This is an optimization exercise on Yosys and OpenROAD, whose aim is small area, a short achievable clock period and few clock cycles per item, not a production implementation.
Where RTL was checked, it was by simulation tests only, not by an equivalence proof against the original.
Power and IR drop assume default switching activity.

==> quartz: inputs <==
Design lpc1_cksum, start of the top module:
module lpc1_cksum (
    input  wire        clk,
    input  wire        rst,
    input  wire        cmd_valid,
    output wire        cmd_ready,
    input  wire [31:0] cmd_word,
    input  wire [31:0] cmd_len,
    input  wire [23:0] cmd_fcs_in,
    input  wire        in_valid,
    output wire        in_ready,
    input  wire [31:0] in_data,
    output reg         done,
    output reg  [7:0]  code,
    output reg  [7:0]  last_op,
    output reg         match,
    output reg  [23:0] fcs_val,
    output reg  [23:0] fcs_rx,
    output reg  [16:0] fcs_cover,
    output reg  [16:0] out_len,
    output reg  [5:0]  crc6,
    output reg  [9:0]  crc10
);
clock: 8.0 ns
lec_check: 0
cap_margin: 20
core_margin: 2
core_utilization: 40
setup_slack_margin: 5
slew_margin: 20
synth_memory_max_bits: 8192
standard.sh (not shown) runs the stock make flow with config.mk's settings and CLKGATE_MAP_FILE= SYNTH_SCRIPT=/design/flow/synth_recipe.tcl, a recipe that flattens the netlist after the stock synthesis.
==> flow/flow/run.sh <==
#!/bin/bash
# The standard layout (the standard.sh: standard synthesis, floorplan,
# placement, CTS, routing), with the ports buffered by the smallest buffer
# (sky130_fd_sc_hd__buf_1) instead of the resizer's default delay cell;
# repair_design and repair_timing resize them where needed.
set -euo pipefail
export BUFFER_PORTS_ARGS="-buffer_cell sky130_fd_sc_hd__buf_1"
bash standard.sh finish > standard_flow.log 2>&1
==> xenon: changes against quartz <==
--- a/flow/design.v
+++ b/flow/design.v
@@ -150,19 +150,17 @@
     wire [1:0] d_j = (cmd_word[1:0] == 2'b11) ? ~cmd_len[1:0]
                                               : {cmd_len[1] ^ cmd_len[0], cmd_len[0]};
     wire [3:0] d_jh = {d_j == 2'd3, d_j == 2'd2, d_j == 2'd1, d_j == 2'd0};
     wire accept = cmd_valid & rdy;
     wire fire   = in_valid & irdy;
-    wire [16:0] n        = rem;                  
-    wire        n_zero   = (n == 17'd0);
-    wire        n_lt2    = (n[16:1] == 16'd0);
-    wire        n_lt3    = n_lt2 | (n == 17'd2);
-    wire        n_ovf    = (n > 17'd65533);
-    wire        n_ragged = |rem[1:0];            
+    wire [16:0] n      = rem;                   
+    wire        n_zero = (n == 17'd0);
+    wire        n_lt2  = (n[16:1] == 16'd0);
+    wire        n_lt3  = n_lt2 | (n == 17'd2);
+    wire        n_ovf  = (n > 17'd65533);
     wire        rem_gt4  = (|rem[16:3]) | (rem[2] & (|rem[1:0]));
-    wire        rem_gt8  = (|rem[16:4]) | (rem[3] & (|rem[2:0]));
-    wire        more_after = wv ? rem_gt8 : rem_gt4;
+    wire        n_ragged = |rem[1:0];            
     wire [31:0] rot = ({32{jc[0]}} & wbuf) |
                       ({32{jc[1]}} & {wbuf[23:0], prev[23:16]}) |
                       ({32{jc[2]}} & {wbuf[15:0], prev[23:8]}) |
                       ({32{jc[3]}} & {wbuf[7:0], prev[23:0]});
     wire [23:0] fcs_init;
@@ -188,84 +186,73 @@
     wire [3:0] t      = wbuf[7:4];
     wire       t_none = (t == 4'd1);
     wire       t_ok   = (t == 4'd0) || (t == 4'd14);
     wire       iuup   = o_crc10 | o_splice;
     wire n_lt2_w0 = wlast & (rem[1:0] == 2'd1);
-    wire fcs_clr = setup & ~illegal & ~big &
-                   (o_calc | (o_gen & ~n_ovf & ~sup_ov) | (o_chk & ~n_lt3));
     always @(posedge clk) begin
         wbuf <= in_data;
-        if (rdy) begin
-            o_calc   <= d_calc;
-            o_gen    <= d_gen;
-            o_chk    <= d_chk;
-            o_crc6   <= d_crc6;
-            o_crc10  <= d_crc10;
-            o_splice <= d_splice;
-            illegal  <= ~d_legal;
-            big      <= d_big;
-            sup_ov   <= cmd_word[8] & (|cmd_fcs_in);
-            jb       <= d_jh;
-        end
-        if (rdy)
-            rem <= cmd_len[16:0];
-        else if (wv)
-            rem <= rem - 17'd4;
-        if (accept) begin
-            cidx   <= 2'd0;
-            fcs_on <= 1'b0;
-        end else if (fire && cidx != 2'd2) begin
-            cidx <= cidx + 2'd1;
-        end
-        if (fcs_clr)
-            fcs_on <= 1'b1;
-        wfirst  <= (cidx == 2'd0);
-        wsecond <= (cidx == 2'd1);
-        wlast   <= ~more_after;
-        if (cidx == 2'd0)
-            ui <= ui_word;
-        jc <= ui_next ? 4'b0010 : jb;
-        if (setup)
-            prev <= 24'h0;
-        else if (wv)
-            prev <= (iuup & wfirst) ? 24'h0 : wbuf[31:8];
-        if (accept)
-            c10_on <= 1'b0;
-        else if (wv & wfirst & iuup & t_ok & ~(wlast & n_ragged))
-            c10_on <= 1'b1;
-    end
-    always @(posedge clk) begin
         if (rst) begin
             rdy       <= 1'b1;
             irdy      <= 1'b0;
             setup     <= 1'b0;
-            wv        <= 1'b0;
-            cmpx      <= 1'b0;
             done      <= 1'b0;
             code      <= 8'h00;
             last_op   <= 8'h00;
             match     <= 1'b0;
             fcs_val   <= 24'h0;
             fcs_rx    <= 24'h0;
             fcs_cover <= 17'h0;
             out_len   <= 17'h0;
             crc6      <= 6'h0;
             crc10     <= 10'h0;
+            wv        <= 1'b0;
+            wfirst    <= 1'b0;
+            wsecond   <= 1'b0;
+            wlast     <= 1'b0;
+            cidx      <= 2'd0;
+            ui        <= 1'b0;
+            fcs_on    <= 1'b0;
+            c10_on    <= 1'b0;
+            cmpx      <= 1'b0;
+            prev      <= 24'h0;
+            o_calc    <= 1'b0;
+            o_gen     <= 1'b0;
+            o_chk     <= 1'b0;
+            o_crc6    <= 1'b0;
+            o_crc10   <= 1'b0;
+            o_splice  <= 1'b0;
+            illegal   <= 1'b0;
+            big       <= 1'b0;
+            sup_ov    <= 1'b0;
+            rem       <= 17'h0;
+            jb        <= 4'd1;
+            jc        <= 4'd1;
         end else begin
             done  <= 1'b0;
             setup <= accept;
             cmpx  <= 1'b0;
-            wv    <= fire;
+            if (rdy) begin
+                o_calc   <= d_calc;
+                o_gen    <= d_gen;
+                o_chk    <= d_chk;
+                o_crc6   <= d_crc6;
+                o_crc10  <= d_crc10;
+                o_splice <= d_splice;
+                illegal  <= ~d_legal;
+                big      <= d_big;
+                sup_ov   <= cmd_word[8] & (|cmd_fcs_in);
+                rem      <= cmd_len[16:0];
+                jb       <= d_jh;
+            end
             if (accept) begin
                 rdy     <= 1'b0;
                 irdy    <= d_legal & ~d_big & (|cmd_len);
                 last_op <= cmd_word[7:0];
-            end else if (fire) begin
-                irdy <= more_after;
+                cidx    <= 2'd0;
+                fcs_on  <= 1'b0;
+                c10_on  <= 1'b0;
             end
-            if (fcs_clr)
-                fcs_val <= 24'h0;
             if (setup) begin
                 if (illegal) begin
                     code    <= C_ERR_CMD;
                     out_len <= 17'h0;
                     done    <= 1'b1;
@@ -282,26 +269,37 @@
                         rdy  <= 1'b1;
                     end
                     if (o_calc) begin
                         code      <= C_OK;
                         fcs_cover <= n;
+                        fcs_on    <= 1'b1;
+                        fcs_val   <= 24'h0;
                     end
                     if (o_gen) begin
                         if (n_ovf) begin
                             code    <= C_ERR_OVERFLOW;
                             out_len <= 17'h0;
                         end else begin
                             code    <= C_OK;
                             out_len <= n + 17'd3;
-                            fcs_cover <= sup_ov ? 17'h0 : n;
+                            if (sup_ov) begin
+                                fcs_cover <= 17'h0;
+                            end else begin
+                                fcs_cover <= n;
+                                fcs_on    <= 1'b1;
+                                fcs_val   <= 24'h0;
+                            end
                         end
                     end
                     if (o_chk) begin
-                        if (n_lt3)
+                        if (n_lt3) begin
                             code <= C_ERR_LEN;
-                        else
+                        end else begin
                             fcs_cover <= n - 17'd3;
+                            fcs_on    <= 1'b1;
+                            fcs_val   <= 24'h0;
+                        end
                     end
                     if (o_crc6)
                         code <= n_lt2 ? C_ERR_LEN : C_OK;
                     if (o_crc10)
                         code <= C_ERR_LEN;    
@@ -309,10 +307,27 @@
                         code    <= C_ERR_LEN;
                         out_len <= n;         
                     end
                 end
             end
+            wv      <= fire;
+            wfirst  <= (cidx == 2'd0);
+            wsecond <= (cidx == 2'd1);
+            wlast   <= ~rem_gt4;
+            if (cidx == 2'd0)
+                ui <= ui_word;
+            jc <= ui_next ? 4'b0010 : jb;
+            if (fire) begin
+                rem  <= rem - 17'd4;
+                irdy <= rem_gt4;
+                if (cidx != 2'd2)
+                    cidx <= cidx + 2'd1;
+            end
+            if (setup)
+                prev <= 24'h0;
+            else if (wv)
+                prev <= (iuup & wfirst) ? 24'h0 : wbuf[31:8];
             if (fcs_step)
                 fcs_val <= fcs_next;
             if (c10_step)
                 crc10 <= crc10_next;
             if (wv & wfirst) begin
@@ -332,12 +347,13 @@
                     end else if (wlast & n_ragged) begin
                         code <= C_ERR_LEN;
                         if (o_splice)
                             out_len <= 17'h0;
                     end else begin
-                        code  <= C_OK;
-                        crc10 <= 10'h0;
+                        code   <= C_OK;
+                        crc10  <= 10'h0;
+                        c10_on <= 1'b1;
                         if (o_splice)
                             crc6 <= crc6_word;
                     end
                 end
             end
==> flow/flow/run.sh (replaced) <==
#!/bin/bash
# The standard layout (the standard.sh: standard synthesis, floorplan,
# placement, CTS, routing), with the ports buffered by the smallest buffer
# (sky130_fd_sc_hd__buf_1) instead of the resizer's default delay cell;
# repair_design and repair_timing resize them where needed.
set -euo pipefail
export BUFFER_PORTS_ARGS="-buffer_cell sky130_fd_sc_hd__buf_1"
bash standard.sh finish SETUP_SLACK_MARGIN=5.5 > standard_flow.log 2>&1
==> cedar: changes against quartz <==
--- a/flow/design.v
+++ b/flow/design.v
@@ -123,19 +123,23 @@
     reg        illegal;       
     reg        big;           
     reg        sup_ov;        
     reg [16:0] rem;           
     reg [3:0]  jb;            
-    reg [3:0]  jc;            
-    reg [31:0] wbuf;          
+    reg        ui_elig;       
+    reg [31:0] wrot;          
     reg [23:0] prev;          
     reg [1:0]  cidx;          
     reg        wv;            
     reg        wfirst;        
     reg        wsecond;       
     reg        wlast;         
     reg        ui;            
+    reg        u0;            
+    reg        u1;            
+    reg        t_none;        
+    reg        t_ok;          
     reg        fcs_on;        
     reg        c10_on;        
     reg        cmpx;          
     assign cmd_ready = rdy;
     assign in_ready  = irdy;
@@ -148,54 +152,65 @@
     wire d_legal  = d_calc | d_gen | d_chk | d_crc6 | d_crc10 | d_splice;
     wire d_big    = (|cmd_len[31:17]) | (cmd_len[16] & (|cmd_len[15:0]));
     wire [1:0] d_j = (cmd_word[1:0] == 2'b11) ? ~cmd_len[1:0]
                                               : {cmd_len[1] ^ cmd_len[0], cmd_len[0]};
     wire [3:0] d_jh = {d_j == 2'd3, d_j == 2'd2, d_j == 2'd1, d_j == 2'd0};
+    wire d_ui_elig = (d_gen & (|cmd_len[31:3])) |
+                     (d_chk & ((|cmd_len[31:4]) |
+                               (cmd_len[3] & (cmd_len[2] | (cmd_len[1] & cmd_len[0])))));
     wire accept = cmd_valid & rdy;
     wire fire   = in_valid & irdy;
     wire [16:0] n        = rem;                  
     wire        n_zero   = (n == 17'd0);
     wire        n_lt2    = (n[16:1] == 16'd0);
     wire        n_lt3    = n_lt2 | (n == 17'd2);
+    wire        n_lt4    = (n[16:2] == 15'd0);
     wire        n_ovf    = (n > 17'd65533);
     wire        n_ragged = |rem[1:0];            
     wire        rem_gt4  = (|rem[16:3]) | (rem[2] & (|rem[1:0]));
     wire        rem_gt8  = (|rem[16:4]) | (rem[3] & (|rem[2:0]));
     wire        more_after = wv ? rem_gt8 : rem_gt4;
-    wire [31:0] rot = ({32{jc[0]}} & wbuf) |
-                      ({32{jc[1]}} & {wbuf[23:0], prev[23:16]}) |
-                      ({32{jc[2]}} & {wbuf[15:0], prev[23:8]}) |
-                      ({32{jc[3]}} & {wbuf[7:0], prev[23:0]});
-    wire [23:0] fcs_init;
-    lpc1_crc24i u_init (.j(jc), .f(fcs_init));
-    wire [23:0] fcs_cur = wfirst ? fcs_init : fcs_val;
+    wire        iuup     = o_crc10 | o_splice;
+    wire ui_pat  = (in_data[15:13] == 3'b110) & ~in_data[16];
+    wire ui_word = ui_elig & ui_pat;
+    wire ui_next = (u0 & ui_pat) | u1;
+    wire [3:0] jn = ui_next ? 4'b0010 : jb;
+    wire [3:0] t_word    = in_data[7:4];
+    wire       t_none_w  = (t_word == 4'd1);
+    wire       t_ok_w    = (t_word == 4'd0) || (t_word == 4'd14);
+    wire [5:0] crc6_word;
+    lpc1_crc6h u_crc6 (.x(in_data[15:0]), .c(crc6_word));
+    wire       crc6_wr = fire & (cidx == 2'd0) &
+                         ((o_crc6 & ~n_lt2) | (o_splice & t_ok_w & ~n_lt4));
+    wire [31:0] rot = ({32{jn[0]}} & in_data) |
+                      ({32{jn[1]}} & {in_data[23:0], prev[23:16]}) |
+                      ({32{jn[2]}} & {in_data[15:0], prev[23:8]}) |
+                      ({32{jn[3]}} & {in_data[7:0], prev[23:0]});
+    wire [23:0] fcs_init_b, fcs_init_1;
+    lpc1_crc24i u_init_b (.j(jb), .f(fcs_init_b));
+    lpc1_crc24i u_init_1 (.j(4'b0010), .f(fcs_init_1));
+    wire [23:0] fcs_init = ui_next ? fcs_init_1 : fcs_init_b;
+    wire fcs_clr  = setup & ~illegal & ~big &
+                    (o_calc | (o_gen & ~n_ovf & ~sup_ov) | (o_chk & ~n_lt3));
+    wire fcs_load = ~rdy & (cidx == 2'd0) & (fcs_clr | fcs_on);
     wire [23:0] fcs_next;
-    lpc1_crc24w u_crc24 (.f(fcs_cur), .x(rot), .fn(fcs_next));
+    lpc1_crc24w u_crc24 (.f(fcs_val), .x(wrot), .fn(fcs_next));
     wire [9:0] crc10_next;
-    lpc1_crc10w u_crc10 (.c(crc10), .x(rot), .cn(crc10_next));
-    wire [5:0] crc6_word;
-    lpc1_crc6h u_crc6 (.x(wbuf[15:0]), .c(crc6_word));
-    wire ui_elig = (o_gen & ~n_ovf & ~sup_ov & (rem > 17'd7)) |
-                   (o_chk & (rem > 17'd10));
-    wire ui_word = ui_elig & (in_data[15:13] == 3'b110) & ~in_data[16];
-    wire ui_next = (cidx == 2'd0) ? ui_word : ((cidx == 2'd1) & ui);
+    lpc1_crc10w u_crc10 (.c(crc10), .x(wrot), .cn(crc10_next));
     wire fcs_step = wv & fcs_on & ~(ui & ~wfirst & ~wsecond) &
                     ~(o_chk & wlast & n_ragged);
     wire c10_step = wv & c10_on & ~wfirst;
     wire        chk_cmp = o_chk & fcs_on &
                           ((wv & wlast & n_ragged) | cmpx);
-    wire [23:0] rx_word = rot[23:0];
+    wire [23:0] rx_word = wrot[23:0];
     wire        rx_eq   = (fcs_val == rx_word);
-    wire [3:0] t      = wbuf[7:4];
-    wire       t_none = (t == 4'd1);
-    wire       t_ok   = (t == 4'd0) || (t == 4'd14);
-    wire       iuup   = o_crc10 | o_splice;
-    wire n_lt2_w0 = wlast & (rem[1:0] == 2'd1);
-    wire fcs_clr = setup & ~illegal & ~big &
-                   (o_calc | (o_gen & ~n_ovf & ~sup_ov) | (o_chk & ~n_lt3));
     always @(posedge clk) begin
-        wbuf <= in_data;
+        wrot <= rot;
+        if (fire)
+            prev <= (iuup & (cidx == 2'd0)) ? 24'h0 : in_data[31:8];
+        else if (rdy)
+            prev <= 24'h0;
         if (rdy) begin
             o_calc   <= d_calc;
             o_gen    <= d_gen;
             o_chk    <= d_chk;
             o_crc6   <= d_crc6;
@@ -203,33 +218,37 @@
             o_splice <= d_splice;
             illegal  <= ~d_legal;
             big      <= d_big;
             sup_ov   <= cmd_word[8] & (|cmd_fcs_in);
             jb       <= d_jh;
+            ui_elig  <= d_ui_elig;
         end
         if (rdy)
             rem <= cmd_len[16:0];
         else if (wv)
             rem <= rem - 17'd4;
         if (accept) begin
             cidx   <= 2'd0;
             fcs_on <= 1'b0;
-        end else if (fire && cidx != 2'd2) begin
-            cidx <= cidx + 2'd1;
+            u0     <= d_ui_elig;
+            u1     <= 1'b0;
+        end else if (fire) begin
+            if (cidx != 2'd2)
+                cidx <= cidx + 2'd1;
+            u0 <= 1'b0;
+            u1 <= u0 & ui_pat;
         end
         if (fcs_clr)
             fcs_on <= 1'b1;
         wfirst  <= (cidx == 2'd0);
         wsecond <= (cidx == 2'd1);
         wlast   <= ~more_after;
-        if (cidx == 2'd0)
-            ui <= ui_word;
-        jc <= ui_next ? 4'b0010 : jb;
-        if (setup)
-            prev <= 24'h0;
-        else if (wv)
-            prev <= (iuup & wfirst) ? 24'h0 : wbuf[31:8];
+        if (cidx == 2'd0) begin
+            ui     <= ui_word;
+            t_none <= t_none_w;
+            t_ok   <= t_ok_w;
+        end
         if (accept)
             c10_on <= 1'b0;
         else if (wv & wfirst & iuup & t_ok & ~(wlast & n_ragged))
             c10_on <= 1'b1;
     end
@@ -260,12 +279,10 @@
                 irdy    <= d_legal & ~d_big & (|cmd_len);
                 last_op <= cmd_word[7:0];
             end else if (fire) begin
                 irdy <= more_after;
             end
-            if (fcs_clr)
-                fcs_val <= 24'h0;
             if (setup) begin
                 if (illegal) begin
                     code    <= C_ERR_CMD;
                     out_len <= 17'h0;
                     done    <= 1'b1;
@@ -309,19 +326,21 @@
                         code    <= C_ERR_LEN;
                         out_len <= n;         
                     end
                 end
             end
+            if (fcs_load)
+                fcs_val <= fcs_init;
+            if (crc6_wr)
+                crc6 <= crc6_word;
             if (fcs_step)
                 fcs_val <= fcs_next;
             if (c10_step)
                 crc10 <= crc10_next;
             if (wv & wfirst) begin
-                if (ui)
+                if (ui & fcs_on)
                     fcs_cover <= 17'd7;
-                if (o_crc6 & ~n_lt2_w0)
-                    crc6 <= crc6_word;
                 if (iuup) begin
                     if (t_none) begin
                         code <= C_NO_CRC;
                         if (o_crc10)
                             crc10 <= 10'h0;
@@ -334,12 +353,10 @@
                         if (o_splice)
                             out_len <= 17'h0;
                     end else begin
                         code  <= C_OK;
                         crc10 <= 10'h0;
-                        if (o_splice)
-                            crc6 <= crc6_word;
                     end
                 end
             end
             if (chk_cmp) begin
                 fcs_rx <= rx_word;
==> notes <==
Routed wire length, lowest first: cedar, quartz, xenon.
Die area, lowest first: cedar, xenon, quartz.
Area after synthesis, lowest first: cedar, xenon, quartz.
Flip-flop and latch count: cedar is higher than xenon (1).
Between cedar and quartz, the lower total power is in cedar (gap about 6%, measured against quartz).
In quartz the fmax is smaller than in xenon, by 2.6%.
Critical path depth: xenon > quartz > cedar.
Clock skew: cedar is higher than quartz (1.0 ps).
The lowest global-route usage belongs to cedar, the highest to xenon.
xenon completed with no timing, DRC or antenna violations. cedar passed the timing, DRC and antenna checks. quartz completed with no timing, DRC or antenna violations.
Testbench counts of xenon, summed over its fixed seeds: cycles 10,251, items 384.
The RTL of quartz and cedar was laid out without a check of its function.

[static timing again, ports no longer ideal]
The results above use ideal ports. As a check the final layouts listed here were re-extracted and re-timed, cells and wires unchanged. Step 1 sets driving cells, clkbuf_16 on the clock port and buf_2 on the other inputs (assumed; they add their load-dependent delay and slew). Step 2, shift: input delay + t, output delay - t, t = (earliest + latest rising clock arrival at the registers) / 2. This alone moves slack from input paths to output paths. Three values: ideal ports, drivers, drivers and shift; two values: the first two.
run	t, ns	slack for setup (ns)	worst setup path after step 2	cell pins on the clock port's net
quartz	0.595	4.981 / 4.981 / 4.689	input to register	1
xenon	0.593	5.059 / 5.059 / 5.002	input to register	1
cedar	0.582	5.087 / 5.038 / 4.558	input to register	1
After both steps every run listed still meets setup and hold. For cedar, which loses most, drivers alone change the setup slack by -0.049 ns; drivers and shift together by -0.529 ns.
